What follows belongs to an exercise in optimizing a design on an open flow for small area, a short achievable clock period and few clock cycles per item; a production flow would make more cautious choices.
Function was checked by simulation only, so behaviour that the tests miss may differ from the original.

## design/flow/config.mk

```make
export PLATFORM = sky130hd
export DESIGN_NAME = vkg_tca
export DESIGN_NICKNAME = vkg_tca
export VERILOG_FILES = /design/flow/design.v
export SDC_FILE = /design/flow/constraint.sdc
export NUM_CORES = 4
export LEC_CHECK = 0
export CAP_MARGIN = 50
export CORE_MARGIN = 2
export CORE_UTILIZATION = 40
export PLACE_DENSITY = 0.6
export SLEW_MARGIN = 70
```

## design/flow/design.v

```verilog
module vkg_tca (
    input  wire        clk,
    input  wire        rst,           
    input  wire        cmd_valid,
    output wire        cmd_ready,
    input  wire [63:0] cmd,
    output reg         done,
    output reg  [6:0]  t_min,
    output reg  [6:0]  t_sec,
    output reg  [63:0] t_rem,
    output reg  [63:0] t_delta,
    output reg  [63:0] acc,
    output reg         cy,
    output reg         range_rem,
    output reg         range_delta,
    output wire [7:0]  err,
    output reg  [31:0] einfo,
    output wire [15:0] sticky
);
    localparam [7:0] OP_NOP   = 8'h00;
    localparam [7:0] OP_RESET = 8'h01;
    localparam [7:0] OP_CLR   = 8'h40;
    localparam [7:0] OP_FIN   = 8'h41;
    localparam [7:0] OP_LAP   = 8'h42;
    localparam [65:0] NWRAP = 66'h3ffffffffc4653600;
    reg rdy;
    assign cmd_ready = rdy;
    reg err0, err1, err6;
    reg stk0, stk12, stk13;
    assign err    = {1'b0, err6, 4'b0000, err1, err0};
    assign sticky = {2'b00, stk13, stk12, 11'd0, stk0};
    function ge_const66;
        input [65:0] x;
        input [65:0] k;
        integer j;
        reg r;
        begin
            r = 1'b1;
            for (j = 0; j < 66; j = j + 1)
                r = k[j] ? (x[j] & r) : (x[j] | r);
            ge_const66 = r;
        end
    endfunction
    reg        a_v;
    reg [63:0] a_cmd;
    reg        a_hx;       
    reg        a_slow;     
    reg        a_p2;       
    wire       in_op_tc  = (cmd[63:56] == OP_FIN) || (cmd[63:56] == OP_LAP);
    wire       in_fin    = (cmd[63:56] == OP_FIN);
    wire       in_small  = (cmd[30:23] <= 8'd156);
    wire       acc_ok;     
    wire       in_slow   = in_op_tc && !(in_small && (in_fin || acc_ok));
    always @(posedge clk) begin
        if (rst) begin
            a_v    <= 1'b0;
            a_p2   <= 1'b0;
            a_slow <= 1'b0;
            rdy    <= 1'b1;
        end else begin
            a_v    <= (cmd_valid && rdy) || (a_v && a_slow && !a_p2 && !rdy);
            a_p2   <= !rdy;
            if (rdy) a_slow <= in_slow;
            rdy    <= !(cmd_valid && rdy && in_slow);
        end
        if (rdy) begin
            a_cmd <= {cmd[63:23], cmd[22:0] ^ {23{cmd[31]}}};
            a_hx  <= (cmd[30:23] != 8'd0) ^ cmd[31];
        end
    end
    wire [22:0] a_fx    = a_cmd[22:0];
    wire [31:0] a_fbits = {a_cmd[31:23], a_fx ^ {23{a_cmd[31]}}};
    wire [7:0]  a_op    = a_cmd[63:56];
    wire        a_zfmt  = (a_cmd[55:0] == 56'd0);
    wire [7:0]  a_exp   = a_fbits[30:23];
    wire        a_fin   = (a_op == OP_FIN);
    wire        a_lap   = (a_op == OP_LAP);
    wire        a_nop   = (a_op == OP_NOP)   && a_zfmt;
    wire        a_reset = (a_op == OP_RESET) && a_zfmt;
    wire        a_clr   = (a_op == OP_CLR)   && a_zfmt;
    wire        a_ill   = !(a_fin || a_lap || a_nop || a_reset || a_clr);
    wire        a_norm  = (a_exp != 8'd0);
    wire        a_s     = a_fbits[31];
    wire [23:0] a_mm    = {a_hx, a_fx};
    wire [24:0] a_pp    = {~a_s, a_mm};         
    wire [24:0] a_pn    = {a_s, ~a_mm};         
    wire [46:0] a_t0 = {22'd0, a_pp};
    wire [46:0] a_t1 = {20'd0, a_pp, 2'd0};
    wire [46:0] a_t2 = {17'd0, a_pn, 5'd0};
    wire [46:0] a_t3 = {15'd0, a_pn, 7'd0};
    wire [46:0] a_t4 = {13'd0, a_pn, 9'd0};
    wire [46:0] a_t5 = {10'd0, a_pp, 12'd0};
    wire [46:0] a_t6 = {8'd0, a_pn, 14'd0};
    wire [46:0] a_t7 = {5'd0, a_pn, 17'd0};
    wire [46:0] a_t8 = {1'd0, a_pp, 21'd0};
    wire [46:0] a_tc = a_s ? 47'h5dad5b201005 : 47'h5dad5b0242a0;
    wire [46:0] a_s1a, a_c1a, a_s1b, a_c1b, a_s1c, a_c1c;
    csa #(47) ca1 (a_t0, a_t1, a_t2, a_s1a, a_c1a);
    csa #(47) cb1 (a_t3, a_t4, a_t5, a_s1b, a_c1b);
    csa #(47) cc1 (a_t6, a_t7, a_t8, a_s1c, a_c1c);
    wire [46:0] a_s2a, a_c2a, a_s2b, a_c2b;
    csa #(47) ca2 (a_s1a, a_c1a, a_s1b, a_s2a, a_c2a);
    csa #(47) cb2 (a_c1b, a_s1c, a_c1c, a_s2b, a_c2b);
    wire [46:0] a_s3, a_c3;
    csa #(47) ca3 (a_s2a, a_c2a, a_s2b, a_s3, a_c3);
    wire [46:0] a_s4, a_c4;
    csa #(47) ca4 (a_s3, a_c3, a_c2b, a_s4, a_c4);
    wire [46:0] a_s5, a_c5;
    csa #(47) ca5 (a_s4, a_c4, a_tc, a_s5, a_c5);
    wire [46:0] a_p;
    bk_add #(47, 6) pa (.a(a_s5), .b(a_c5), .cin(1'b0), .s(a_p), .cout());
    wire        a_neg   = a_s && (a_norm || (a_fx != 23'h7fffff));
    wire [7:0]  a_eeff  = a_norm ? a_exp : 8'd1;
    wire        a_big   = (a_eeff > 8'd160);            
    wire [7:0]  a_sh    = 8'd160 - a_eeff;              
    wire signed [65:0] a_z  = {a_p, 19'd0};
    wire signed [65:0] a_zs = a_z >>> {a_sh[5:2], 2'b00};
    wire [65:0] a_zq    = (a_sh[7:6] != 2'b00) ? {66{a_neg}} : a_zs;
    wire        a_movf  = a_big || ((a_sh == 8'd0) && (a_p[46:44] != 3'b000) && (a_p[46:44] != 3'b111));
    wire [9:0]  a_ms  = a_cmd[41:32];
    wire [30:0] a_nms = {21'd0, ~a_ms};
    wire [30:0] a_pms = {21'd0, a_ms};
    wire [30:0] a_m0 = a_pms,       a_m1 = a_pms << 2,  a_m2 = a_nms << 5,
                a_m3 = a_nms << 7,  a_m4 = a_nms << 9,  a_m5 = a_pms << 12,
                a_m6 = a_nms << 14, a_m7 = a_nms << 17, a_m8 = a_pms << 21;
    localparam [30:0] A_MC = 31'h76f7c2a0;
    wire [30:0] a_ms1a, a_mc1a, a_ms1b, a_mc1b, a_ms1c, a_mc1c;
    csa #(31) cm1a (a_m0, a_m1, a_m2, a_ms1a, a_mc1a);
    csa #(31) cm1b (a_m3, a_m4, a_m5, a_ms1b, a_mc1b);
    csa #(31) cm1c (a_m6, a_m7, a_m8, a_ms1c, a_mc1c);
    wire [30:0] a_ms2a, a_mc2a, a_ms2b, a_mc2b;
    csa #(31) cm2a (a_ms1a, a_mc1a, a_ms1b, a_ms2a, a_mc2a);
    csa #(31) cm2b (a_mc1b, a_ms1c, a_mc1c, a_ms2b, a_mc2b);
    wire [30:0] a_ms3, a_mc3;
    csa #(31) cm3 (a_ms2a, a_mc2a, a_ms2b, a_ms3, a_mc3);
    wire [30:0] a_ms4, a_mc4;
    csa #(31) cm4 (a_ms3, a_mc3, a_mc2b, a_ms4, a_mc4);
    wire [30:0] a_ms5, a_mc5;
    csa #(31) cm5 (a_ms4, a_mc4, A_MC, a_ms5, a_mc5);
    wire [30:0] a_m;
    bk_add #(31, 5) am (.a(a_ms5), .b(a_mc5), .cin(1'b0), .s(a_m), .cout());
    wire        a_small = (a_exp <= 8'd156);
    reg        b_v;
    reg        b_slow, b_p2, b_small;
    reg        b_fin, b_lap, b_nop, b_reset, b_clr, b_ill;
    reg        b_nonfin, b_movf;
    reg [65:0] b_zq;
    reg [3:0]  b_sel;      
    reg        b_sx;       
    reg [13:0] b_a;        
    reg [30:0] b_m;        
    reg [31:0] b_info;     
    always @(posedge clk) begin
        b_v      <= a_v && !rst;
        b_slow   <= a_slow;
        b_p2     <= a_p2;
        b_small  <= a_small;
        b_fin    <= a_fin;
        b_lap    <= a_lap;
        b_nop    <= a_nop;
        b_reset  <= a_reset;
        b_clr    <= a_clr;
        b_ill    <= a_ill;
        b_nonfin <= (a_exp == 8'hFF);
        b_movf   <= a_movf;
        b_zq     <= a_zq;
        b_sel    <= 4'b0001 << a_sh[1:0];
        b_a      <= a_cmd[55:42];
        b_m      <= a_m;
        b_info   <= a_ill ? a_cmd[63:32] : a_cmd[31:0];
        b_sx     <= !a_ill && a_s;
    end
    wire [66:0] b_zq67 = {b_zq[65], b_zq};
    wire [63:0] b_raw = ({64{b_sel[0]}} & b_zq67[63:0]) | ({64{b_sel[1]}} & b_zq67[64:1])
                      | ({64{b_sel[2]}} & b_zq67[65:2]) | ({64{b_sel[3]}} & b_zq67[66:3]);
    wire [31:0] b_dat = {b_info[31:23], b_info[22:0] ^ {23{b_sx}}};
    wire acc_small = (acc[63:60] == 4'b0000) || (acc[63:60] == 4'b1111);
    wire b_zero    = b_v && (b_clr || b_reset);
    wire b_keep    = !b_v || !(b_fin || b_lap) || b_small;
    wire a_zero    = a_v && (a_clr || a_reset);
    wire a_keep    = !a_v || !(a_fin || a_lap) || a_small;
    wire acc_ok_b  = b_zero || (acc_small && b_keep);
    assign acc_ok  = a_zero || (acc_ok_b && a_keep);
    wire [6:0]  b_min = b_a[13:7];
    wire [6:0]  b_sec = b_a[6:0];
    wire [65:0] x66  = {{2{b_raw[63]}}, b_raw};
    wire [65:0] xo66 = {2'b00, ~b_raw[63], b_raw[62:0]};
    wire [63:0] acc_op = b_lap ? acc : 64'd0;
    wire [65:0] y66  = ~{{2{acc_op[63]}}, acc_op};
    wire [65:0] m66  = {26'd0, b_m, 9'd0};
    wire [65:0] d1o, d1mo, r0o, r1o, tsum;
    bk_add #(66, 7) ad1 (.a(xo66), .b(y66), .cin(1'b1), .s(d1o), .cout());
    wire [65:0] dm_s, dm_c;
    csa #(66) cdm (xo66, y66, NWRAP, dm_s, dm_c);
    bk_add #(66, 7) ad1m (.a(dm_s), .b(dm_c), .cin(1'b1), .s(d1mo), .cout());
    wire [65:0] tr_s, tr_c;
    csa #(66) ctr (x66, y66, NWRAP, tr_s, tr_c);
    bk_add #(66, 7) atr (.a(tr_s), .b(tr_c), .cin(1'b0), .s(tsum), .cout());
    wire trig = b_lap && !tsum[65];
    wire [65:0] r_s, r_c, rm_s, rm_c;
    csa #(66) cr (xo66, y66, m66, r_s, r_c);
    bk_add #(66, 7) ar0 (.a(r_s), .b(r_c), .cin(1'b1), .s(r0o), .cout());
    csa #(66) crm (r_s, r_c, NWRAP, rm_s, rm_c);
    bk_add #(66, 7) ar1 (.a(rm_s), .b(rm_c), .cin(1'b1), .s(r1o), .cout());
    wire [63:0] d   = trig ? {~d1mo[63], d1mo[62:0]} : {~d1o[63], d1o[62:0]};
    wire [63:0] rem = trig ? {~r1o[63], r1o[62:0]} : {~r0o[63], r0o[62:0]};
    wire [65:0] rawm;
    bk_add #(66, 7) araw (.a(x66), .b(NWRAP), .cin(1'b0), .s(rawm), .cout());
    wire [63:0] acc_new = trig ? rawm[63:0] : b_raw;
    wire fit_d1  = (d1o[65:64] == 2'b00);
    wire fit_r0  = (r0o[65:64] == 2'b00);
    wire fit_r1  = (r1o[65:64] == 2'b00);
    wire ovf = b_movf || !fit_d1 || (trig ? !fit_r1 : !fit_r0);
    reg  ovf_q;
    always @(posedge clk) ovf_q <= ovf;
    wire b_go  = b_v && !(b_slow && !b_p2);
    wire b_ovf = b_slow && ovf_q;
    wire rr_0 = !r0o[63] || ge_const66({3'd0, r0o[62:0]}, 66'd1000000000000);
    wire rr_1 = !r1o[63] || ge_const66({3'd0, r1o[62:0]}, 66'd1000000000000);
    wire rr  = trig ? rr_1 : rr_0;
    wire rd_0 = !d1o[63] || ge_const66({3'd0, d1o[62:0]}, 66'd1000000000);
    wire rd_1 = ge_const66({3'd0, d1mo[62:0]}, 66'd1000000000);
    wire rd  = b_lap && (trig ? rd_1 : rd_0);
    always @(posedge clk) begin
        if (rst || (b_go && b_reset)) begin
            done <= !rst;
            t_min <= 7'd0; t_sec <= 7'd0; t_rem <= 64'd0; t_delta <= 64'd0;
            acc <= 64'd0; cy <= 1'b0; range_rem <= 1'b0; range_delta <= 1'b0;
            err0 <= 1'b0; err1 <= 1'b0; err6 <= 1'b0;
            einfo <= 32'd0; stk0 <= 1'b0; stk12 <= 1'b0; stk13 <= 1'b0;
        end else begin
            done <= b_go;
            if (b_go) begin
                if (b_nop) begin
                    err0 <= 1'b0; err1 <= 1'b0; err6 <= 1'b0;
                end else if (b_clr) begin
                    t_min <= 7'd0; t_sec <= 7'd0; t_rem <= 64'd0; t_delta <= 64'd0;
                    acc <= 64'd0; cy <= 1'b0; range_rem <= 1'b0; range_delta <= 1'b0;
                    err0 <= 1'b0; err1 <= 1'b0; err6 <= 1'b0;
                end else if (b_ill) begin
                    err0 <= 1'b1; err1 <= 1'b0; err6 <= 1'b0;
                    einfo <= b_dat; stk0 <= 1'b1;
                end else if (b_nonfin) begin
                    err0 <= 1'b1; err1 <= 1'b0; err6 <= 1'b1;
                    einfo <= b_dat; stk12 <= 1'b1;
                end else if (b_ovf) begin
                    err0 <= 1'b0; err1 <= 1'b1; err6 <= 1'b1;
                    einfo <= b_dat; stk13 <= 1'b1;
                end else begin
                    if (b_lap) begin
                        acc <= acc_new;
                        if (trig) cy <= ~cy;
                    end
                    t_min <= b_min; t_sec <= b_sec;
                    t_delta <= d; t_rem <= rem;
                    range_rem <= rr; range_delta <= rd;
                    err0 <= 1'b0; err1 <= 1'b0; err6 <= 1'b0;
                end
            end
        end
    end
endmodule
module csa #(parameter W = 64) (
    input  wire [W-1:0] a,
    input  wire [W-1:0] b,
    input  wire [W-1:0] c,
    output wire [W-1:0] s,
    output wire [W-1:0] co
);
    wire [W-1:0] maj = (a & b) | (a & c) | (b & c);
    assign s  = a ^ b ^ c;
    assign co = {maj[W-2:0], 1'b0};
endmodule
module bk_add #(parameter N = 64, parameter L = 6) (input [N-1:0] a, input [N-1:0] b, input cin,
                                   output [N-1:0] s, output cout);
    reg [N-1:0] g, p, c;
    reg         co;
    integer j, i;
    always @(*) begin
        p = a ^ b;
        g = a & b;
        g[0] = g[0] | (p[0] & cin);
        for (j = 0; j < L; j = j + 1)
            for (i = 0; i < N; i = i + 1)
                if ((i % (2 << j)) == (2 << j) - 1) begin
                    g[i] = g[i] | (p[i] & g[i - (1 << j)]);
                    p[i] = p[i] & p[i - (1 << j)];
                end
        for (j = L - 1; j >= 1; j = j - 1)
            for (i = 0; i < N; i = i + 1)
                if (i >= (1 << j) && (i % (1 << j)) == (1 << (j - 1)) - 1)
                    g[i] = g[i] | (p[i] & g[i - (1 << (j - 1))]);
        c  = {g[N-2:0], cin};
        co = g[N-1];
    end
    assign s = a ^ b ^ c;
    assign cout = co;
endmodule
```

## design/flow/run.sh

```bash
#!/bin/bash
# synth_recipe.tcl (not shown) runs the flow's synth.tcl, then flattens the netlist and writes it again
# the make line also repeats each setting of config.mk as NAME=value (left out here)
make -C /OpenROAD-flow-scripts/flow DESIGN_CONFIG=/design/flow/config.mk WORK_HOME=/design/flow/orfs CLKGATE_MAP_FILE= SYNTH_SCRIPT=/design/flow/synth_recipe.tcl finish
```

## design/flow/constraint.sdc

```tcl
create_clock -name core_clock -period 30.0 [get_ports {clk}]
set_input_delay 6.0000 -clock core_clock [delete_from_list [all_inputs] [get_ports {clk}]]
set_output_delay 6.0000 -clock core_clock [all_outputs]
set_load 0.01 [all_outputs]
```

==> results of run 1 <==
==> sequential cells by signal, indices dropped and copies added (netlist names), 31 cells and up <==
signal	flops
a_cmd	64
acc	64
b_info	32
b_m	31
b_zq	66
einfo	32
t_delta	64
t_rem	63
==> kinds of logic after synthesis <==
kind of cell	Yosys count	synth area share, %
flip-flops	477	22.37
adder cells (fa/ha/maj)	990	33.26
other	1	0.008226
multiplexers	83	1.902
buffers and inverters	999	8.747
AND/OR/NAND/NOR	1219	11.88
XOR/XNOR	239	4.592
AO/OA/AOI/OAI	1171	17.23
==> through the flow <==
stage          setup slack [ns]  hold slack (ns)  area [um2]  instances
2_1_floorplan             22.18           0.3317       45650       5196
3_3_place_gp              21.30           0.3421       50030       6817
3_5_place_dp              21.89           0.3440       51380       6871
4_1_cts                   22.01           0.3559       53490       6981
5_1_grt                   21.97           0.3693       53790       6998
6_report                  22.07           0.3534       53790       7000
==> placed cells by master (no fill, tap or decap), types with 33 or more instances in the layout <==
cell,n
inv_1,761
ha_1,620
nand2_1,556
dfxtp_1,406
fa_1,370
nor2_1,325
clkdlybuf4s50_1,309
a21oi_1,272
a22oi_1,174
o21ai_0,155
a21o_1,122
xnor2_1,118
xor2_1,101
o211ai_1,91
edfxtp_1,65
clkbuf_16,58
nand4_1,56
mux2i_1,48
nand3_1,46
a211oi_1,41
o21ai_1,34
nor3_1,33
==> final timing paths <==
| path | start | to | depth (start not counted) |
|---|---|---|---|
| worst max-delay path | rdy | cmd_ready | 1 |
| worst min-delay path | a_p2 | b_p2 | 0 |
| worst max register to register | a_cmd[8] | b_zq[12] | 28 |
| worst min register to register | a_p2 | b_p2 | 0 |
==> routing by layer <==
layer,up-vias,global-route usage [%]
li1,18090,-
met1,18350,33.76
met2,1060,42.71
met3,218,3.478
met4,0,8.930
met5,-,0
==> layout make-up <==
type                            count  area, um2
Clock buffer                       72       1574
Sequential cell                   477      10210
Clock inverter                     38      534.3
Tap cell                         1500       1877
Antenna cell                        2      5.005
Timing Repair Buffer              427       4378
Inverter                          764       2873
Multi-Input combinational cell   3720      32340
Fill cell                       10960      59020
==> synthesized netlist by cell type, types with 126 or more instances <==
library cell,instances
ha_1,620
o21ai_0,179
a22oi_1,174
clkbuf_1,147
xnor2_1,130
inv_1,762
nand2_1,566
fa_1,370
nor2_1,334
dfxtp_1,412
a21oi_1,284
a21o_1,126
==> flow_metrics.tcl, run 1 <==
set metrics [dict create \
    status "no timing/DRC/antenna violations" \
    syn_inst 5179 \
    synth_largest_area_cell "dfxtp_1" \
    drt-initial-drc-count 2626 \
    clk_path_buf_depth 3 \
    crit_slowest_cell "clkdlybuf4s50_1" \
    grt.overflow.total 0 \
    drt-wirelength-per-cell_um 21.62 \
    insertion_delay_ns 0.69 \
    die_h_um 341.6 \
    rows 123 \
    grt_pass1_wl_um 229200 \
    crit_fanout 29 \
    wl_met2_um 70860 \
    drv_slew 0 \
    coreArea_mm2 0.1128 \
    drc 0 \
    hold_path_class "reg -> reg" \
    ff2ff_setup_slack_ns 22.39 \
    netlist.area_leader.share_pct 18.09 \
    critPathLaunchType "flip-flop" \
    async_reset_ff_share_pct 0 \
    critPathKind "reg -> out" \
    nNetsFinal 6505 \
    numCtsBuffers 58 \
    clkSinkCount 477 \
    fmax_mhz 126.1 \
    netlist_area_mm2 0.04559 \
    grt_usage_pct 25.54 \
    die_w_um 341.6 \
    timing.slew.headroom_pct 66.21 \
    clock_skew_ns 0.02356 \
    first_global_vias 37780 \
    place_congestion 0.9882 \
    ios 334 \
    synth.ff_latch_count 477 \
    synth_seq_area_share_pct 22.37 \
    ctsRootBufferMaster "clkbuf_16" \
    cts_htree_levels 2 \
    period_minus_slack_ns 7.931 \
    endpoint_kind "primary output" \
    critPathArrivalTime_ns 1.93 \
    viasPerCell 5.389 \
    maxCapViolations 0 \
    wl_met1_um 66120 \
    portBuffers 315 \
    cp_num_buf_inv 1 \
    drt_pass1_iterations 5 \
    wl_met3_um 8505 \
    rsz0062_at_grt "false" \
    setup_violations 0 \
    crit_path_max_incr_delay_ns 0.62 \
    area_growth_pct 17.99 \
    path_cells "clkdlybuf4s50_1" \
    grt_max_degree 69 \
    postCtsHoldBufs 0 \
    start_util_pct 40.41 \
    grt_antenna_before_repair 0 \
    ant_nets 0 \
    fin_crit_sh_pct 26.44 \
    yosysUniqueCellTypes 102 \
    tightest_slew_ns 0.5047 \
    cts_tree "built" \
    synth.avg_cell_area_um2 8.802 \
    synth_edf_count 65 \
    post_cts_resized 0 \
    synth.top_cells.by_area "dfxtp_1 (18%), ha_1 (17%), fa_1 (16%)" \
    num_vias 37720 \
    hpwl_um 124800 \
    synth_flop_cell "dfxtp_1" \
    cp_top_family "buffers and inverters" \
    yosysWarnings 4 \
    required_ns 24.00 \
    postCtsSetupBuffers 0 \
    drive_gt1_share_pct 7.912 \
    top_layer_used "met4" \
    fin_util_pct 47.68 \
    dieArea_mm2 0.1167 \
    setup_tns_ns 0 \
    clk_pin_slew_ns 0.06 \
    finalWirelength_um 151300 \
    finalHoldViolCount 0 \
]
Testbench counts, summed over its fixed seeds: cycles 40,024, items 40,000.
==> inputs of run 2 (changes only) <==
==> design/flow/flow/run.sh (new file) <==
#!/bin/bash
# The standard layout (the standard.sh, unchanged synthesis and steps),
# with one difference: buffer_ports gives every input and output port a
# sky130_fd_sc_hd__buf_2 instead of the delay buffer it picks by default.
# Each tool's full output stays in orfs/logs; make's own output goes to
# standard.log in the work folder.
set -euo pipefail
cd "$(dirname "$0")/.."
export BUFFER_PORTS_ARGS="-buffer_cell sky130_fd_sc_hd__buf_2"
bash standard.sh > standard.log 2>&1
==> design/flow/standard.sh (new file) <==
#!/bin/bash
# synth_recipe.tcl (not shown) runs the flow's synth.tcl, then flattens the netlist and writes it again
# the make line also repeats each setting of config.mk as NAME=value (left out here)
make -C /OpenROAD-flow-scripts/flow DESIGN_CONFIG=/design/flow/config.mk WORK_HOME=/design/flow/orfs CLKGATE_MAP_FILE= SYNTH_SCRIPT=/design/flow/synth_recipe.tcl "${@:-finish}"
removed: design/flow/run.sh
==> run 2 against run 1 <==
Compared with the run above:
- clock skew up 0.0088 ns
- cell area shrank 3.0%
- via count up 0.38%
- largest cell class unchanged
- global-route usage is 0.078 points lower
- maximum frequency is 1.6% higher
- still clean
==> flow_metrics.tcl, run 2 <==
set metrics [dict create \
    clk_pin_slew_ns 0.06 \
    place_congestion 0.9739 \
    insertion_delay_ns 0.69 \
    rsz0062_at_grt "false" \
    period_minus_slack_ns 7.804 \
    yosysUniqueCellTypes 102 \
    crit_path_max_incr_delay_ns 0.57 \
    drt-initial-drc-count 2642 \
    postCtsHoldBufs 0 \
    grt_pass1_wl_um 228700 \
    ant_nets 0 \
    synth_common_cells "inv_1 (762), ha_1 (620), nand2_1 (566)" \
    numCtsBuffers 57 \
    netlist.area_leader.share_pct 18.09 \
    critical_path.most_common_cell "fa_1" \
    maxCapViolations 0 \
    drv_slew 0 \
    clk_path_buf_depth 3 \
    setup_tns_ns 0 \
    hold_path_class "reg -> reg" \
    critPathArrivalTime_ns 8.35 \
    grt_antenna_before_repair 4 \
    largest_reg_flops 66 \
    crit_slowest_cell "fa_1" \
    portBuffers 315 \
    dieArea_mm2 0.1167 \
    fin_hold_ws_ns 0.3568 \
    fmax_mhz 128.1 \
    post_cts_resized 0 \
    mostFrequentLayoutCell "inv_1" \
    syn_inst 5179 \
    nNetsFinal 6512 \
    fin_ws_ns 22.20 \
    die_w_um 341.6 \
    synth.ff_latch_count 477 \
    drive_gt1_share_pct 13.29 \
    hpwl_um 124300 \
    ctsRootBufferMaster "clkbuf_16" \
    synth_seq_area_share_pct 22.37 \
    start_util_pct 40.41 \
    viasPerCell 5.408 \
    area_growth_pct 14.43 \
    synth_edf_count 65 \
    ff2ff_setup_slack_ns 22.20 \
    setup_violations 0 \
    drc 0 \
    synth_largest_area_cell "dfxtp_1" \
    rows 123 \
    netlist_area_mm2 0.04559 \
    ios 334 \
    first_global_vias 37460 \
    synth.avg_cell_area_um2 8.802 \
    coreArea_mm2 0.1128 \
    final_cell_mix "inv_1 (760), ha_1 (620), nand2_1 (556)" \
    drt_pass1_iterations 6 \
    critPathLaunchType "flip-flop" \
    cts_htree_levels 2 \
    num_vias 37860 \
    critPathKind "reg -> reg" \
    postCtsSetupBuffers 0 \
    clock_skew_ns 0.03240 \
    synth_flop_cell "dfxtp_1" \
    finalHoldViolCount 0 \
    grt_max_degree 69 \
    crit_fanout 10 \
    cts_tree "built" \
    synthMostInstantiatedCell "inv_1" \
    clkSinkCount 477 \
    endpoint_kind "flip-flop" \
    drt-wirelength-per-cell_um 21.56 \
    finalWirelength_um 150900 \
    pre_cts_ws_ns 22.15 \
    grt_usage_pct 25.46 \
    async_reset_ff_share_pct 0 \
    die_h_um 341.6 \
    required_ns 30.54 \
    status "no timing/DRC/antenna violations" \
    grt.overflow.total 0 \
    antenna_cells 0 \
    synth.top_cells.by_area "dfxtp_1 (18%), ha_1 (17%), fa_1 (16%)" \
    yosysWarnings 4 \
    top_register "b_zq" \
    fin_crit_sh_pct 26.01 \
]
run 2: changes by cell type in the layout (fill, tap and decap cells not counted), sizes merged:
cell,before,now
buf,104,419
bufinv,8,6
clkdlybuf4s15,1,2
clkdlybuf4s50,309,1
clkinv,15,19
clkinvlp,5,3
diode,2,0
dlymetal6s2s,1,0
inv,774,770
run 2: metrics by stage:
stage | instances | util, % | cell area [um2]
CTS | 6982 | 46.02 | 51910
detailed placement | 6877 | 44.19 | 49850
floorplan | 5196 | - | 45650
finish | 7001 | 46.24 | 52170
global placement | 6819 | 42.96 | 48460
global route | 7001 | 46.24 | 52170
run 2: metal layers:
metal  vias to the layer above  routed length, um  GRT usage [%]
li1                      18060                  -              -
met2                      1142              70150          42.17
met1                     18390              65170          33.48
met3                       267               9146          3.689
met5                         -                 37              0
met4                         6               6407          9.903
run 2: worst paths after layout:
kind / startpoint / to / cells past startpoint
setup reg to reg: a_cmd[5] / b_zq[3] / 27
setup / recovery: a_cmd[5] / b_zq[3] / 27
hold reg to reg: a_p2 / b_p2 / 0
hold / removal: a_p2 / b_p2 / 0
run 2: cells by family (layout without fill, tap and decap cells):
logic type / after synthesis / after routing / synth area share [%]
fa+ha+maj: 990 / 990 / 33.26
simple gates: 1219 / 1219 / 11.88
buf+inv: 999 / 1304 / 8.747
flops: 477 / 477 / 22.37
xor+xnor: 239 / 239 / 4.592
other cells: 1 / 18 / 0.008226
compound gates: 1171 / 1171 / 17.23
mux: 83 / 83 / 1.902
run 2: critical path: cells and delay by family, from the launching register on:
| kind | cells | cell delay [ns] |
|---|---|---|
| buf+inv | 6 | 0.65 |
| compound gates | 12 | 2.88 |
| simple gates | 2 | 0.28 |
| fa+ha+maj | 7 | 3.44 |
| flops | 1 | 0.44 |
run 2: area by class of cell:
| cell class | count | area (um2) |
|---|---|---|
| Clock buffer | 71 | 1615 |
| Clock inverter | 34 | 444.2 |
| Fill cell | 10940 | 60640 |
| Inverter | 764 | 2873 |
| Multi-Input combinational cell | 3720 | 32260 |
| Sequential cell | 477 | 10210 |
| Tap cell | 1500 | 1877 |
| Timing Repair Buffer | 435 | 2892 |
==> inputs of run 3 (changes only) <==
--- a/design/flow/design.v
+++ b/design/flow/design.v
@@ -24,5 +24,6 @@
     localparam [7:0] OP_LAP   = 8'h42;
     localparam [65:0] NWRAP = 66'h3ffffffffc4653600;
-    reg rdy;
+    reg rdy;               
+    reg stl;               
     assign cmd_ready = rdy;
     reg err0, err1, err6;
@@ -58,11 +59,13 @@
             a_slow <= 1'b0;
             rdy    <= 1'b1;
+            stl    <= 1'b0;
         end else begin
-            a_v    <= (cmd_valid && rdy) || (a_v && a_slow && !a_p2 && !rdy);
-            a_p2   <= !rdy;
-            if (rdy) a_slow <= in_slow;
-            rdy    <= !(cmd_valid && rdy && in_slow);
-        end
-        if (rdy) begin
+            a_v    <= (cmd_valid && !stl) || (a_v && a_slow && !a_p2 && stl);
+            a_p2   <= stl;
+            if (!stl) a_slow <= in_slow;
+            rdy    <= !(cmd_valid && !stl && in_slow);
+            stl    <= cmd_valid && !stl && in_slow;
+        end
+        if (!stl) begin
             a_cmd <= {cmd[63:23], cmd[22:0] ^ {23{cmd[31]}}};
             a_hx  <= (cmd[30:23] != 8'd0) ^ cmd[31];
@@ -85,5 +88,5 @@
     wire [24:0] a_pp    = {~a_s, a_mm};         
     wire [24:0] a_pn    = {a_s, ~a_mm};         
-    wire [46:0] a_t0 = {22'd0, a_pp};
+    wire [46:0] a_t0 = {a_s ? 23'h5dad5b : 23'h5dad5c, a_mm};
     wire [46:0] a_t1 = {20'd0, a_pp, 2'd0};
     wire [46:0] a_t2 = {17'd0, a_pn, 5'd0};
@@ -92,7 +95,6 @@
     wire [46:0] a_t5 = {10'd0, a_pp, 12'd0};
     wire [46:0] a_t6 = {8'd0, a_pn, 14'd0};
-    wire [46:0] a_t7 = {5'd0, a_pn, 17'd0};
-    wire [46:0] a_t8 = {1'd0, a_pp, 21'd0};
-    wire [46:0] a_tc = a_s ? 47'h5dad5b201005 : 47'h5dad5b0242a0;
+    wire [46:0] a_t7 = {5'd0, a_pn, a_s ? 17'h01006 : 17'h00000};
+    wire [46:0] a_t8 = {1'd0, a_pp, a_s ? 21'h1fffff : 21'h0242a0};
     wire [46:0] a_s1a, a_c1a, a_s1b, a_c1b, a_s1c, a_c1c;
     csa #(47) ca1 (a_t0, a_t1, a_t2, a_s1a, a_c1a);
@@ -104,8 +106,6 @@
     wire [46:0] a_s3, a_c3;
     csa #(47) ca3 (a_s2a, a_c2a, a_s2b, a_s3, a_c3);
-    wire [46:0] a_s4, a_c4;
-    csa #(47) ca4 (a_s3, a_c3, a_c2b, a_s4, a_c4);
     wire [46:0] a_s5, a_c5;
-    csa #(47) ca5 (a_s4, a_c4, a_tc, a_s5, a_c5);
+    csa #(47) ca4 (a_s3, a_c3, a_c2b, a_s5, a_c5);
     wire [46:0] a_p;
     bk_add #(47, 6) pa (.a(a_s5), .b(a_c5), .cin(1'b0), .s(a_p), .cout());
==> run 3 against run 2 <==
Compared with the run above:
- routed wire length shrank 2.1%
- synthesized cell count fell by 0.71%
- still clean
==> flow_metrics.tcl, run 3 <==
set metrics [dict create \
    status "no timing/DRC/antenna violations" \
    grt_antenna_before_repair 2 \
    period_minus_slack_ns 7.420 \
    synth_edf_count 65 \
    required_ns 24.00 \
    drt_pass1_iterations 6 \
    drive_gt1_share_pct 13.27 \
    grt.overflow.total 0 \
    drt-wirelength-per-cell_um 21.19 \
    synth_flop_cell "dfxtp_1" \
    async_reset_ff_share_pct 0 \
    synth_seq_area_share_pct 22.46 \
    insertion_delay_ns 0.70 \
    hpwl_um 122900 \
    clkSinkCount 478 \
    grt_pass1_wl_um 224400 \
    critPathKind "reg -> out" \
    setup_tns_ns 0 \
    netlist_area_mm2 0.04551 \
    top_register "b_zq" \
    area_growth_pct 14.47 \
    clk_pin_slew_ns 0.06 \
    fin_ws_ns 22.58 \
    final_cell_mix "inv_1 (780), nand2_1 (580), ha_1 (577)" \
    postCtsHoldBufs 0 \
    yosysUniqueCellTypes 97 \
    netlist.area_leader.share_pct 18.17 \
    post_cts_resized 0 \
    ff2ff_setup_slack_ns 22.79 \
    viasPerCell 5.331 \
    ctsRootBufferMaster "clkbuf_16" \
    grt_max_degree 67 \
    drv_slew 0 \
    start_util_pct 40.40 \
    finalHoldViolCount 0 \
    synth_common_cells "inv_1 (785), nand2_1 (581), ha_1 (577)" \
    syn_inst 5142 \
    crit_path_max_incr_delay_ns 0.52 \
    largest_reg_flops 66 \
    mostFrequentLayoutCell "inv_1" \
    antenna_cells 0 \
    clk_path_buf_depth 3 \
    maxCapViolations 0 \
    place_congestion 0.9890 \
    cp_num_buf_inv 1 \
    critPathLaunchType "flip-flop" \
    drt-initial-drc-count 2604 \
    critPathArrivalTime_ns 1.42 \
    cts_htree_levels 2 \
    nFillCells 11080 \
    ios 334 \
    dieArea_mm2 0.1165 \
    postCtsSetupBuffers 0 \
    first_global_vias 36800 \
    crit_fanout 3 \
    path_cells "buf_2" \
    grt_usage_pct 24.92 \
    hold_path_class "reg -> reg" \
    setup_violations 0 \
    rsz0062_at_grt "false" \
    finalWirelength_um 147700 \
    numCtsBuffers 59 \
    cp_top_family "flip-flops" \
    yosysWarnings 4 \
    nNetsFinal 6453 \
    coreArea_mm2 0.1127 \
    synth.ff_latch_count 478 \
    pre_cts_ws_ns 22.54 \
    ant_nets 0 \
    synth_largest_area_cell "dfxtp_1" \
    rows 123 \
    num_vias 37170 \
    synth.top_cells.by_area "dfxtp_1 (18%), fa_1 (17%), ha_1 (16%)" \
    endpoint_kind "primary output" \
    synth.avg_cell_area_um2 8.850 \
    cts_tree "built" \
    die_w_um 341.3 \
    fmax_mhz 134.8 \
    drc 0 \
    clock_skew_ns 0.04460 \
    portBuffers 315 \
    fin_hold_ws_ns 0.3657 \
    synthMostInstantiatedCell "inv_1" \
    crit_slowest_cell "dfxtp_1" \
    fin_crit_sh_pct 24.73 \
    die_h_um 341.3 \
]
run 3: cell count changes in the layout (fill, tap and decap cells not counted), sizes merged, moves of 19 or more:
cell / change
a21o: -23
a21oi: -43
a22oi: -40
a32oi: +32
ha: -43
inv: +19
nor2: -19
o211ai: -19
run 3: final timing paths:
kind,from,end,cells past startpoint
max,acc[32],acc[32],1
min,a_p2,b_p2,0
max reg2reg,a_cmd[6],b_zq[36],25
min reg2reg,a_p2,b_p2,0
run 3: area by class of cell:
type                       instances  area (um2)  area share, %
clock inverter                    29       340.3         0.6533
sequential                       478       10230          19.63
timing repair buffer             438        2863          5.496
inverter                         786        2953          5.668
clock buffer                      81        1684          3.233
multi-input combinational       3661       32150          61.71
tap                             1500        1877          3.603
run 3: kinds of logic (layout without fill, tap and decap cells):
logic type	after synthesis	in the layout	share of synthesized area [%]
and+or+nand+nor	1229	1229	11.94
DFF	478	478	22.46
AOI/OAI and AO/OA	1114	1114	16.78
adders and majority gates	962	962	32.80
muxes	91	91	2.265
buffers and inverters	1020	1334	8.933
xor gates and xnor gates	247	247	4.820
other	1	18	0.008240
run 3: through the flow:
step,instances,instance area (um2),util (%)
2_1_floorplan,5159,45570,-
3_3_place_gp,6791,48400,42.97
3_5_place_dp,6847,49710,44.13
4_1_cts,6957,51730,45.92
5_1_grt,6973,52090,46.24
6_report,6973,52090,46.24
run 3: routing by layer:
| metal | part of all wire [%] | global-route usage, % | up-vias | wire length [um] |
|---|---|---|---|---|
| li1 | - | - | 17930 | - |
| met1 | 46 | 34.39 | 17990 | 67350 |
| met2 | 45 | 40.26 | 1040 | 67190 |
| met3 | 5.6 | 3.528 | 213 | 8284 |
| met4 | 3.3 | 7.801 | 4 | 4891 |
| met5 | 0.018 | 0 | - | 27 |
Testbench counts of run 3, summed over its fixed seeds: cycles 40,024, items 40,000.
==> inputs of run 4 (changes only) <==
--- a/design/flow/config.mk
+++ b/design/flow/config.mk
@@ -9,4 +9,6 @@
 export CORE_MARGIN = 2
 export CORE_UTILIZATION = 40
+export CTS_CLUSTER_DIAMETER = 100
+export CTS_CLUSTER_SIZE = 22
 export PLACE_DENSITY = 0.6
 export SLEW_MARGIN = 70
==> run 4 against run 3 <==
Compared with the run above:
- routed wire length fell by 0.72%
- clock skew decreased by 0.0060 ns
- non-clock buffer count stayed put
- die area is the same
- sequential share of layout area grew 0.40 points
- count of clock-buffer cells in the layout shrank 41
- worst hold slack better by 0.00076 ns
==> flow_metrics.tcl, run 4 <==
set metrics [dict create \
    top_register "b_zq" \
    mostFrequentLayoutCell "inv_1" \
    clock_skew_ns 0.03860 \
    insertion_delay_ns 0.71 \
    crit_slowest_cell "dfxtp_1" \
    pre_cts_ws_ns 22.54 \
    drt-initial-drc-count 2564 \
    ios 334 \
    use_met1_pct 34.49 \
    drc 0 \
    syn_inst 5142 \
    synth.top_cells.by_area "dfxtp_1 (18%), fa_1 (17%), ha_1 (16%)" \
    drt_pass1_iterations 6 \
    portBuffers 315 \
    cp_top_family "flip-flops" \
    fin_util_pct 45.31 \
    start_util_pct 40.40 \
    viasPerCell 5.362 \
    multiInputGateArea_mm2 0.03214 \
    setup_violations 0 \
    synth_edf_count 65 \
    maxCapViolations 0 \
    endpoint_kind "primary output" \
    status "no timing/DRC/antenna violations" \
    crit_fanout 3 \
    postCtsSetupBuffers 0 \
    period_minus_slack_ns 7.429 \
    fin_hold_ws_ns 0.3664 \
    ctsRootBufferMaster "clkbuf_16" \
    busiest_layer "met2" \
    grt.overflow.total 0 \
    setup_tns_ns 0 \
    fin_ws_ns 22.57 \
    cts_htree_levels 1 \
    postCtsHoldBufs 0 \
    largest_reg_flops 66 \
    drv_slew 0 \
    met3_usage_pct 3.006 \
    critPathArrivalTime_ns 1.43 \
    nFillCells 11200 \
    netlist.area_leader.share_pct 18.17 \
    synth_seq_area_share_pct 22.46 \
    coreArea_mm2 0.1127 \
    ant_nets 0 \
    synth_common_cells "inv_1 (785), nand2_1 (581), ha_1 (577)" \
    netlist_area_mm2 0.04551 \
    die_w_um 341.3 \
    place_congestion 0.9890 \
    grt_max_degree 67 \
    post_cts_resized 0 \
    hpwl_um 122900 \
    clk_pin_slew_ns 0.09 \
    fin_crit_sh_pct 24.76 \
    cts_tree "built" \
    first_global_vias 36470 \
    dieArea_mm2 0.1165 \
    yosysUniqueCellTypes 97 \
    grt_pass1_wl_um 222800 \
    synth.avg_cell_area_um2 8.850 \
    grt_antenna_before_repair 2 \
    numCtsBuffers 31 \
    drive_gt1_share_pct 12.48 \
    cp_num_buf_inv 1 \
    crit_path_max_incr_delay_ns 0.54 \
    grt_use_met2_pct 39.98 \
    yosysWarnings 4 \
    clk_path_buf_depth 3 \
    synth_largest_area_cell "dfxtp_1" \
    final_cell_mix "inv_1 (780), nand2_1 (580), ha_1 (577)" \
    required_ns 24.00 \
    grt_usage_pct 24.64 \
    rows 123 \
    nNetsFinal 6425 \
    die_h_um 341.3 \
    num_vias 37100 \
    hold_path_class "reg -> reg" \
    finalHoldViolCount 0 \
    rsz0062_at_grt "false" \
    path_cells "buf_2" \
    critPathLaunchType "flip-flop" \
    seqCellArea_mm2 0.01023 \
    fmax_mhz 134.6 \
    critPathKind "reg -> out" \
    drt-wirelength-per-cell_um 21.20 \
    synth_flop_cell "dfxtp_1" \
    synth.ff_latch_count 478 \
    clkSinkCount 478 \
    synthMostInstantiatedCell "inv_1" \
    area_growth_pct 12.17 \
    async_reset_ff_share_pct 0 \
    finalWirelength_um 146700 \
]
run 4: worst paths after layout:
check | start | to | slack, ns | cells past startpoint
max | acc[32] | acc[32] | 22.57 | 1
min | a_p2 | b_p2 | 0.37 | 0
max reg2reg | b_sel[3] | range_rem | 22.81 | 29
min reg2reg | a_p2 | b_p2 | 0.37 | 0
run 4: final cells by class:
cell class / count / area share, %
Antenna cell: 1 / 0.004902
Tap cell: 1500 / 3.677
Sequential cell: 478 / 20.03
Clock inverter: 15 / 0.3579
Clock buffer: 40 / 1.605
Multi-Input combinational cell: 3661 / 62.96
Timing Repair Buffer: 438 / 5.571
Inverter: 786 / 5.784
run 4: cell families after synthesis:
group                    after synthesis  synth area share [%]
AND/OR/NAND/NOR                     1229                 11.94
AO/OA/AOI/OAI                       1114                 16.78
buffers and inverters               1020                 8.933
adder cells (fa/ha/maj)              962                 32.80
flip-flops                           478                 22.46
XOR/XNOR                             247                 4.820
multiplexers                          91                 2.265
other                                  1              0.008240
run 4: metal layers:
metal	routed length, um	vias to the layer above
met2	66760	1021
met3	7710	192
met4	4877	4
li1	-	17850
met5	27	-
met1	67310	18030
run 4: through the flow:
step,std cells,cell area [um2]
floorplan,5159,45570
global placement,6791,48400
detailed placement,6847,49710
CTS,6902,50710
finish,6919,51050
global route,6918,51050
==> inputs of run 5 (changes only) <==
--- a/design/flow/config.mk
+++ b/design/flow/config.mk
@@ -6,5 +6,5 @@
 export NUM_CORES = 4
 export LEC_CHECK = 0
-export CAP_MARGIN = 50
+export CAP_MARGIN = 40
 export CORE_MARGIN = 2
 export CORE_UTILIZATION = 40
@@ -12,3 +12,3 @@
 export CTS_CLUSTER_SIZE = 22
 export PLACE_DENSITY = 0.6
-export SLEW_MARGIN = 70
+export SLEW_MARGIN = 60
==> run 5 against run 4 <==
Compared with the run above:
- synthesized cell count did not move
- routed wire length down 0.57%
- critical path depth is the same
- utilization shrank 1.0 points
- global-route usage decreased by 0.096 points
- flip-flop and latch count did not move
- cell area is 2.3% lower
- cell count shrank 0.75%
- non-clock buffer count is 52 lower
- clock skew is 0.010 ns lower
- critical path type unchanged
==> flow_metrics.tcl, run 5 <==
set metrics [dict create \
    status "no timing/DRC/antenna violations" \
    async_reset_ff_share_pct 0 \
    grt_antenna_before_repair 1 \
    cp_top_family "flip-flops" \
    drt-initial-drc-count 2563 \
    die_w_um 341.3 \
    first_global_vias 36030 \
    portBuffers 315 \
    endpoint_kind "primary output" \
    cts_tree "built" \
    rsz0062_at_grt "false" \
    netlist_area_mm2 0.04551 \
    start_util_pct 40.40 \
    fmax_mhz 134.6 \
    tightest_slew_ns 0.6293 \
    drc 0 \
    clk_pin_slew_ns 0.09 \
    viasPerCell 5.376 \
    timing.slew.headroom_pct 57.86 \
    final_cell_mix "inv_1 (782), nand2_1 (581), ha_1 (577)" \
    num_vias 36920 \
    largest_reg_flops 66 \
    post_cts_resized 0 \
    synth_largest_area_cell "dfxtp_1" \
    synth_flop_cell "dfxtp_1" \
    grt.overflow.total 0 \
    dieArea_mm2 0.1165 \
    crit_slowest_cell "dfxtp_1" \
    grt_pass1_wl_um 221700 \
    critPathLaunchType "flip-flop" \
    rows 123 \
    synth.ff_latch_count 478 \
    fin_crit_sh_pct 24.77 \
    synth_seq_area_share_pct 22.46 \
    placed_area_mm2 0.04880 \
    place_congestion 0.9890 \
    critPathKind "reg -> out" \
    clock_skew_ns 0.02819 \
    grt_max_degree 76 \
    drt-wirelength-per-cell_um 21.24 \
    drv_slew 0 \
    finalHoldViolCount 0 \
    nNetsFinal 6373 \
    synth_edf_count 65 \
    syn_inst 5142 \
    postCtsSetupBuffers 0 \
    crit_path_max_incr_delay_ns 0.54 \
    crit_fanout 3 \
    ctsRootBufferMaster "clkbuf_16" \
    finalWirelength_um 145900 \
    netlist.area_leader.share_pct 18.17 \
    synth.avg_cell_area_um2 8.850 \
    maxCapViolations 0 \
    yosysWarnings 4 \
    drt_pass1_iterations 6 \
    ios 334 \
    numCtsBuffers 31 \
    cts_htree_levels 1 \
    setup_tns_ns 0 \
    drive_gt1_share_pct 10.55 \
    synth.top_cells.by_area "dfxtp_1 (18%), fa_1 (17%), ha_1 (16%)" \
    clkSinkCount 478 \
    insertion_delay_ns 0.69 \
    synthMostInstantiatedCell "inv_1" \
    critPathArrivalTime_ns 1.43 \
    grt_usage_pct 24.55 \
    synth_common_cells "inv_1 (785), nand2_1 (581), ha_1 (577)" \
    ant_nets 0 \
    top_register "b_zq" \
    cp_num_buf_inv 1 \
    fin_area_mm2 0.04989 \
    mostFrequentLayoutCell "inv_1" \
    setup_violations 0 \
    required_ns 24.00 \
    hpwl_um 121300 \
    hold_path_class "reg -> reg" \
    period_minus_slack_ns 7.430 \
    postCtsHoldBufs 0 \
    coreArea_mm2 0.1127 \
    path_cells "buf_2" \
    clk_path_buf_depth 3 \
    yosysUniqueCellTypes 97 \
    area_growth_pct 9.637 \
    die_h_um 341.3 \
]
==> run 5: cell counts after synthesis <==
Identical to the previous run, type by type.
==> run 5: metrics by stage <==
step	utilization (%)	instances	hold slack, ns	worst slack [ns]
global placement	42.97	6791	0.3498	22.02
detailed placement	43.32	6807	0.3520	22.46
CTS	44.20	6862	0.3626	22.57
finish	44.29	6867	0.3672	22.57
global route	44.29	6866	0.3773	22.17
floorplan	-	5159	0.3224	22.78
==> run 5: path summary, 6_finish.rpt <==
path	startpoint	to	slack [ns]	depth (start not counted)
min	a_p2	b_p2	0.37	0
min reg2reg	a_p2	b_p2	0.37	0
max reg2reg	a_cmd[16]	b_zq[4]	22.63	28
max	acc[41]	acc[41]	22.57	1
==> run 5: logic make-up (layout without fill, tap and decap cells) <==
logic type / after synthesis / after routing / share of synthesized area (%)
other: 1 / 19 / 0.008240
flip-flops: 478 / 478 / 22.46
AND/OR/NAND/NOR: 1229 / 1229 / 11.94
XOR/XNOR: 247 / 247 / 4.820
buffers and inverters: 1020 / 1227 / 8.933
multiplexers: 91 / 91 / 2.265
AO/OA/AOI/OAI: 1114 / 1114 / 16.78
adder cells (fa/ha/maj): 962 / 962 / 32.80
==> run 5: layout make-up <==
cell class,count,area (um2)
antenna,1,2.502
clock buffer,40,809.5
clock inverter,15,185.2
fill,11190,62760
inverter,786,2950
multi-input combinational,3661,31590
sequential,478,10230
tap,1500,1877
timing repair buffer,386,2248
==> run 5: metal layers <==
metal / GRT usage (%) / up-vias / wire [um]
met5: 0 / - / 0
met4: 6.920 / 0 / 4719
met3: 2.744 / 172 / 7886
met2: 39.76 / 1082 / 66390
met1: 34.55 / 17940 / 66860
li1: - / 17730 / -
==> inputs of run 6 (changes only) <==
--- a/design/flow/design.v
+++ b/design/flow/design.v
@@ -25,4 +25,5 @@
     localparam [65:0] NWRAP = 66'h3ffffffffc4653600;
     reg rdy;               
+    reg nrdy;              
     reg stl;               
     assign cmd_ready = rdy;
@@ -52,5 +53,9 @@
     wire       in_small  = (cmd[30:23] <= 8'd156);
     wire       acc_ok;     
-    wire       in_slow   = in_op_tc && !(in_small && (in_fin || acc_ok));
+    wire       in_zf     = (cmd[55:0] == 56'd0);
+    wire       in_sys    = in_zf && ((cmd[63:56] == OP_NOP) || (cmd[63:56] == OP_RESET)
+                                     || (cmd[63:56] == OP_CLR));
+    wire       in_slow   = !(in_sys || (in_op_tc && in_small && (in_fin || acc_ok)));
+    wire       accept    = cmd_valid && !nrdy;
     always @(posedge clk) begin
         if (rst) begin
@@ -59,13 +64,15 @@
             a_slow <= 1'b0;
             rdy    <= 1'b1;
+            nrdy   <= 1'b0;
             stl    <= 1'b0;
         end else begin
-            a_v    <= (cmd_valid && !stl) || (a_v && a_slow && !a_p2 && stl);
+            a_v    <= accept || stl;
             a_p2   <= stl;
-            if (!stl) a_slow <= in_slow;
-            rdy    <= !(cmd_valid && !stl && in_slow);
-            stl    <= cmd_valid && !stl && in_slow;
+            if (accept) a_slow <= in_slow;
+            stl    <= accept && in_slow;
+            nrdy   <= (accept && in_slow) || stl;
+            rdy    <= !((accept && in_slow) || stl);
         end
-        if (!stl) begin
+        if (!nrdy) begin
             a_cmd <= {cmd[63:23], cmd[22:0] ^ {23{cmd[31]}}};
             a_hx  <= (cmd[30:23] != 8'd0) ^ cmd[31];
@@ -147,8 +154,6 @@
     reg [65:0] b_zq;
     reg [3:0]  b_sel;      
-    reg        b_sx;       
     reg [13:0] b_a;        
     reg [30:0] b_m;        
-    reg [31:0] b_info;     
     always @(posedge clk) begin
         b_v      <= a_v && !rst;
@@ -168,11 +173,9 @@
         b_a      <= a_cmd[55:42];
         b_m      <= a_m;
-        b_info   <= a_ill ? a_cmd[63:32] : a_cmd[31:0];
-        b_sx     <= !a_ill && a_s;
     end
     wire [66:0] b_zq67 = {b_zq[65], b_zq};
     wire [63:0] b_raw = ({64{b_sel[0]}} & b_zq67[63:0]) | ({64{b_sel[1]}} & b_zq67[64:1])
                       | ({64{b_sel[2]}} & b_zq67[65:2]) | ({64{b_sel[3]}} & b_zq67[66:3]);
-    wire [31:0] b_dat = {b_info[31:23], b_info[22:0] ^ {23{b_sx}}};
+    wire [31:0] b_dat = a_ill ? a_cmd[63:32] : a_fbits;
     wire acc_small = (acc[63:60] == 4'b0000) || (acc[63:60] == 4'b1111);
     wire b_zero    = b_v && (b_clr || b_reset);
--- a/design/flow/config.mk
+++ b/design/flow/config.mk
@@ -6,5 +6,5 @@
 export NUM_CORES = 4
 export LEC_CHECK = 0
-export CAP_MARGIN = 40
+export CAP_MARGIN = 50
 export CORE_MARGIN = 2
 export CORE_UTILIZATION = 40
@@ -12,3 +12,3 @@
 export CTS_CLUSTER_SIZE = 22
 export PLACE_DENSITY = 0.6
-export SLEW_MARGIN = 60
+export SLEW_MARGIN = 70
==> run 6 against run 5 <==
Compared with the run above:
- non-clock buffer count up 67
- synthesized area down 2.9%
- cell area up 0.13%
- first-iteration DRC count up 6.0%
==> flow_metrics.tcl, run 6 <==
set metrics [dict create \
    clkSinkCount 446 \
    place_congestion 0.9678 \
    nNetsFinal 6316 \
    hold_path_class "reg -> reg" \
    rsz0062_at_grt "false" \
    synth.avg_cell_area_um2 8.863 \
    final_cell_mix "inv_1 (766), ha_1 (584), nand2_1 (529)" \
    setup_tns_ns 0 \
    rows 121 \
    ctsRootBufferMaster "clkbuf_16" \
    drc 0 \
    fmax_mhz 133.2 \
    critPathArrivalTime_ns 8.08 \
    grt_usage_pct 25.50 \
    synth_largest_area_cell "fa_1" \
    viasPerCell 5.393 \
    endpoint_kind "flip-flop" \
    pre_cts_ws_ns 22.14 \
    die_h_um 336.4 \
    worstHoldStart "a_p2" \
    crit_path_max_incr_delay_ns 0.59 \
    grt_max_degree 72 \
    top_register "b_zq" \
    clk_path_buf_depth 3 \
    ant_nets 0 \
    drive_gt1_share_pct 12.81 \
    fin_util_pct 45.71 \
    maxCapViolations 0 \
    drt-wirelength-per-cell_um 21.58 \
    yosysWarnings 4 \
    hold_depth 0 \
    clk_pin_slew_ns 0.09 \
    post_cts_resized 0 \
    hpwl_um 123800 \
    grt.overflow.total 0 \
    postCtsHoldBufs 0 \
    reg2reg_to "range_rem" \
    synth_common_cells "inv_1 (769), ha_1 (584), nand2_1 (531)" \
    cp_num_buf_inv 3 \
    period_minus_slack_ns 7.509 \
    clock_skew_ns 0.05054 \
    critPathLaunchType "flip-flop" \
    placed_area_mm2 0.04867 \
    syn_inst 4988 \
    fin_area_mm2 0.04996 \
    crit_slowest_cell "dfxtp_2" \
    synth_edf_count 65 \
    grt_antenna_before_repair 1 \
    path_cells "buf_4, buf_4, nand2_1, fa_1, ha_1, fa_1, a21o_1, a21o_1, a221o_1, and2_1, o21ai_1, nand3_1, a31o_2, a31oi_1, a21oi_1, fa_1, nor4_1, buf_4, nand4_1, or3_1, a31oi_1, mux2i_1, a22o_1" \
    antenna_cells 0 \
    crit_fanout 30 \
    cts_htree_levels 1 \
    cp-startpoint "b_lap" \
    drt_pass1_iterations 6 \
    synth_flop_cell "dfxtp_1" \
    netlist.area_leader.share_pct 17.43 \
    fin_ws_ns 22.49 \
    drt-initial-drc-count 2718 \
    synth.top_cells.by_area "fa_1 (17%), dfxtp_1 (17%), ha_1 (17%)" \
    grt_pass1_wl_um 221800 \
    postCtsSetupBuffers 0 \
    numCtsBuffers 30 \
    async_reset_ff_share_pct 0 \
    synth_seq_area_share_pct 21.67 \
    cts_tree "built" \
    reg2reg_depth 23 \
    die_w_um 336.4 \
    portBuffers 315 \
    start_util_pct 40.44 \
    finalHoldViolCount 0 \
    fin_crit_sh_pct 25.03 \
    r2r-start "b_lap" \
    mostFrequentLayoutCell "inv_1" \
    fin_hold_ws_ns 0.3348 \
    status "no timing/DRC/antenna violations" \
    critPathKind "reg -> reg" \
    coreArea_mm2 0.1093 \
    synth.ff_latch_count 446 \
    required_ns 30.57 \
    yosysUniqueCellTypes 94 \
    cp_top_family "compound AO/OA/AOI/OAI gates" \
    synthMostInstantiatedCell "inv_1" \
    ios 334 \
    dieArea_mm2 0.1132 \
    area_growth_pct 13.01 \
    drv_slew 0 \
    insertion_delay_ns 0.68 \
    holdPathEnd "b_p2" \
    ff2ff_setup_slack_ns 22.49 \
    netlist_area_mm2 0.04421 \
    first_global_vias 36550 \
    finalWirelength_um 146200 \
    setup_violations 0 \
    largest_reg_flops 66 \
    num_vias 36540 \
]
[run 6: cell count changes after synthesis, moves of 50 or more]
cell,delta
o21ai_1,+103
a22o_1,+50
o21ai_0,-63
a32oi_1,-55
nor2_1,-51
nand2_1,-50
[run 6: how the worst max path moves through the flow]
stage                   to  slack (ns)  cells after the start
6_report         range_rem       22.49                     23
3_5_place_dp        a_slow       22.14                      6
5_1_grt          range_rem       22.17                     23
2_1_floorplan  t_delta[22]       22.44                      6
3_3_place_gp     t_rem[11]       21.52                      5
4_1_cts          range_rem       22.47                     23
[run 6: final cells by class]
class	count	area (um2)
Clock buffer	35	769.5
Clock inverter	16	196.4
Fill cell	10760	59350
Inverter	781	2933
Multi-Input combinational cell	3568	31780
Sequential cell	446	9585
Tap cell	1476	1847
Timing Repair Buffer	453	2848
[run 6: cell families (layout without fill, tap and decap cells)]
kind of cell	Yosys count	in the layout	synth area share [%]
AND/OR/NAND/NOR	1147	1147	11.65
flip-flops	446	446	21.67
buffers and inverters	991	1285	8.825
AO/OA/AOI/OAI	1113	1113	17.26
other	1	18	0.008483
XOR/XNOR	235	235	4.673
adder cells (fa/ha/maj)	969	969	33.96
multiplexers	86	86	1.953
[run 6: per-layer routing]
metal / share of wire [%] / track usage [%]
met4: 3.4 / 7.466
met2: 46 / 41.93
met3: 5.7 / 3.365
met5: 0 / 0
met1: 45 / 34.95
[run 6: per-stage QoR]
stage          cells
2_1_floorplan   5005
3_3_place_gp    6646
3_5_place_dp    6706
4_1_cts         6757
5_1_grt         6775
6_report        6775
Testbench counts of run 6, summed over its fixed seeds: cycles 40,024, items 40,000.
==> inputs of run 7 (changes only) <==
--- a/design/flow/config.mk
+++ b/design/flow/config.mk
@@ -6,5 +6,5 @@
 export NUM_CORES = 4
 export LEC_CHECK = 0
-export CAP_MARGIN = 50
+export CAP_MARGIN = 40
 export CORE_MARGIN = 2
 export CORE_UTILIZATION = 40
@@ -12,3 +12,3 @@
 export CTS_CLUSTER_SIZE = 22
 export PLACE_DENSITY = 0.6
-export SLEW_MARGIN = 70
+export SLEW_MARGIN = 60
==> run 7 against run 6 <==
Compared with the run above:
- die area unchanged
- utilization decreased by 0.92 points
- routed wire length decreased by 0.35%
- critical path depth unchanged
- synthesized area unchanged
- maximum frequency decreased by 1.3%
- clock skew decreased by 0.010 ns
- synthesized cell count unchanged
- flip-flop and latch count unchanged
- cell area decreased by 2.0%
- register-to-register slack got worse by 0.10 ns
==> flow_metrics.tcl, run 7 <==
set metrics [dict create \
    hold_path_class "reg -> reg" \
    rows 121 \
    hpwl_um 122700 \
    critical_path.most_common_cell "fa_1" \
    setup_tns_ns 0 \
    maxCapViolations 0 \
    dieArea_mm2 0.1132 \
    synth_flop_cell "dfxtp_1" \
    crit_fanout 30 \
    viasPerCell 5.395 \
    clk_pin_slew_ns 0.09 \
    synth.avg_cell_area_um2 8.863 \
    finalWirelength_um 145700 \
    synthMostInstantiatedCell "inv_1" \
    cts_htree_levels 1 \
    critPathArrivalTime_ns 8.17 \
    yosysWarnings 4 \
    top_register "b_zq" \
    crit_path_max_incr_delay_ns 0.60 \
    netlist_area_mm2 0.04421 \
    clkSinkCount 446 \
    grt.overflow.total 0 \
    pre_cts_ws_ns 22.08 \
    nNetsFinal 6257 \
    synth.ff_latch_count 446 \
    first_global_vias 36060 \
    insertion_delay_ns 0.68 \
    yosysUniqueCellTypes 94 \
    critPathLaunchType "flip-flop" \
    drive_gt1_share_pct 10.82 \
    fin_hold_ws_ns 0.3333 \
    coreArea_mm2 0.1093 \
    required_ns 30.56 \
    netlist.area_leader.share_pct 17.43 \
    rsz0062_at_grt "false" \
    async_reset_ff_share_pct 0 \
    cts_tree "built" \
    fmax_mhz 131.4 \
    ctsRootBufferMaster "clkbuf_16" \
    area_growth_pct 10.74 \
    synth.top_cells.by_area "fa_1 (17%), dfxtp_1 (17%), ha_1 (17%)" \
    drt_pass1_iterations 5 \
    status "no timing/DRC/antenna violations" \
    synth_edf_count 65 \
    mostFrequentLayoutCell "inv_1" \
    die_w_um 336.4 \
    cp_top_family "compound AO/OA/AOI/OAI gates" \
    synth_seq_area_share_pct 21.67 \
    cp_num_buf_inv 2 \
    critPathKind "reg -> reg" \
    portBuffers 315 \
    die_h_um 336.4 \
    ant_nets 0 \
    grt_max_degree 77 \
    ios 334 \
    num_vias 36240 \
    drc 0 \
    fin_crit_sh_pct 25.37 \
    crit_slowest_cell "dfxtp_2" \
    syn_inst 4988 \
    nFillCells 10830 \
    synth_largest_area_cell "fa_1" \
    clk_path_buf_depth 3 \
    post_cts_resized 0 \
    largest_reg_flops 66 \
    endpoint_kind "flip-flop" \
    final_cell_mix "inv_1 (767), ha_1 (584), nand2_1 (531)" \
    grt_usage_pct 25.42 \
    drv_slew 0 \
    timing.slew.headroom_pct 58.67 \
    place_congestion 0.9678 \
    tightest_slew_ns 0.6163 \
    start_util_pct 40.44 \
    clock_skew_ns 0.04054 \
    period_minus_slack_ns 7.610 \
    drt-initial-drc-count 2803 \
    drt-wirelength-per-cell_um 21.69 \
    numCtsBuffers 30 \
    postCtsSetupBuffers 0 \
    grt_pass1_wl_um 220800 \
    setup_violations 0 \
    path_cells "buf_4, buf_4, nand2_1, fa_1, ha_1, fa_1, a21o_1, a21o_1, a221o_1, and2_1, o21ai_1, nand3_1, a31o_2, a31oi_1, nand2b_1, fa_1, xor2_2, nor4_1, nand4_1, or3_1, a31oi_1, mux2i_1, a22o_1" \
    grt_antenna_before_repair 1 \
    fin_ws_ns 22.39 \
    postCtsHoldBufs 0 \
    finalHoldViolCount 0 \
    synth_common_cells "inv_1 (769), ha_1 (584), nand2_1 (531)" \
]
## run 7: cell counts after synthesis
No cell type changed its count.
## run 7: final cells by class
type / count / area (um2) / area share (%)
multi-input cells: 3568 / 31290 / 63.91
flip-flops and latches: 446 / 9585 / 19.58
inverters: 781 / 2933 / 5.991
repair buffers: 394 / 2305 / 4.708
well taps: 1476 / 1847 / 3.772
clock buffers: 36 / 783.3 / 1.600
clock inverters: 15 / 212.7 / 0.4345
diodes: 1 / 2.502 / 0.005112
## run 7: kinds of logic (layout without fill, tap and decap cells)
kind of cell | Yosys count | in the layout | synth area share (%)
compound gates | 1113 | 1113 | 17.26
buf+inv | 991 | 1226 | 8.825
simple gates | 1147 | 1147 | 11.65
mux | 86 | 86 | 1.953
flops | 446 | 446 | 21.67
other cells | 1 | 19 | 0.008483
xor+xnor | 235 | 235 | 4.673
fa+ha+maj | 969 | 969 | 33.96
## run 7: path summary, 6_finish.rpt
path                            startpoint         to  slack (ns)  cells after the start
worst max-delay path                 b_lap  range_rem       22.39                     23
worst min-delay path                  a_p2       b_p2        0.33                      0
worst max register to register       b_lap  range_rem       22.39                     23
worst min register to register        a_p2       b_p2        0.33                      0
## run 7: per-layer routing
metal | track usage (%) | share of wire, % | vias to the layer above
met1 | 35.07 | 46 | 17580
met2 | 41.63 | 45 | 1125
met4 | 7.361 | 3.4 | 0
met5 | 0 | 0 | -
li1 | - | - | 17330
met3 | 3.284 | 5.8 | 208
## run 7: metrics by stage
| stage | utilization (%) | cell area [um2] | std cells |
|---|---|---|---|
| finish | 44.79 | 48950 | 6717 |
| floorplan | - | 44270 | 5005 |
| global placement | 43.27 | 47300 | 6646 |
| global route | 44.78 | 48950 | 6716 |
| CTS | 44.67 | 48830 | 6713 |
| detailed placement | 43.76 | 47830 | 6662 |

==> separate check: timing with driven ports <==
The flow's constraints put no driver on any port. The routed layouts listed below were extracted and timed again, unchanged, in two steps. Step 1 assumes that a clkbuf_16 drives the clock port and a buf_2 every other input. Step 2 also shifts input and output timing later by t, the mid clock arrival at the registers, as if the neighbouring blocks saw the same clock. a / b / c = ideal ports / drivers / drivers and shift; a / b = the first two.
run | shift t [ns] | setup WS [ns] | worst hold slack (ns) | worst setup path after step 2
run 1 | 0.756 | 22.069 / 21.996 / 22.394 | 0.353 / 0.353 / 0.353 | register to register
run 2 | 0.743 | 22.196 / 22.196 / 22.196 | 0.357 / 0.357 / 0.357 | register to register
run 3 | 0.754 | 22.580 / 22.507 / 22.514 | 0.366 / 0.366 / 0.366 | input to register
run 4 | 0.754 | 22.571 / 22.502 / 22.513 | 0.366 / 0.366 / 0.366 | input to register
run 5 | 0.754 | 22.570 / 22.495 / 22.438 | 0.367 / 0.367 / 0.367 | input to register
run 6 | 0.724 | 22.491 / 22.491 / 22.148 | 0.335 / 0.335 / 0.335 | input to register
run 7 | 0.730 | 22.390 / 22.390 / 22.043 | 0.333 / 0.333 / 0.333 | input to register
After both steps every run listed still meets setup and hold. The setup slack of run 7, which loses most, moves by 0.000 ns with the drivers and by -0.347 ns with both steps.
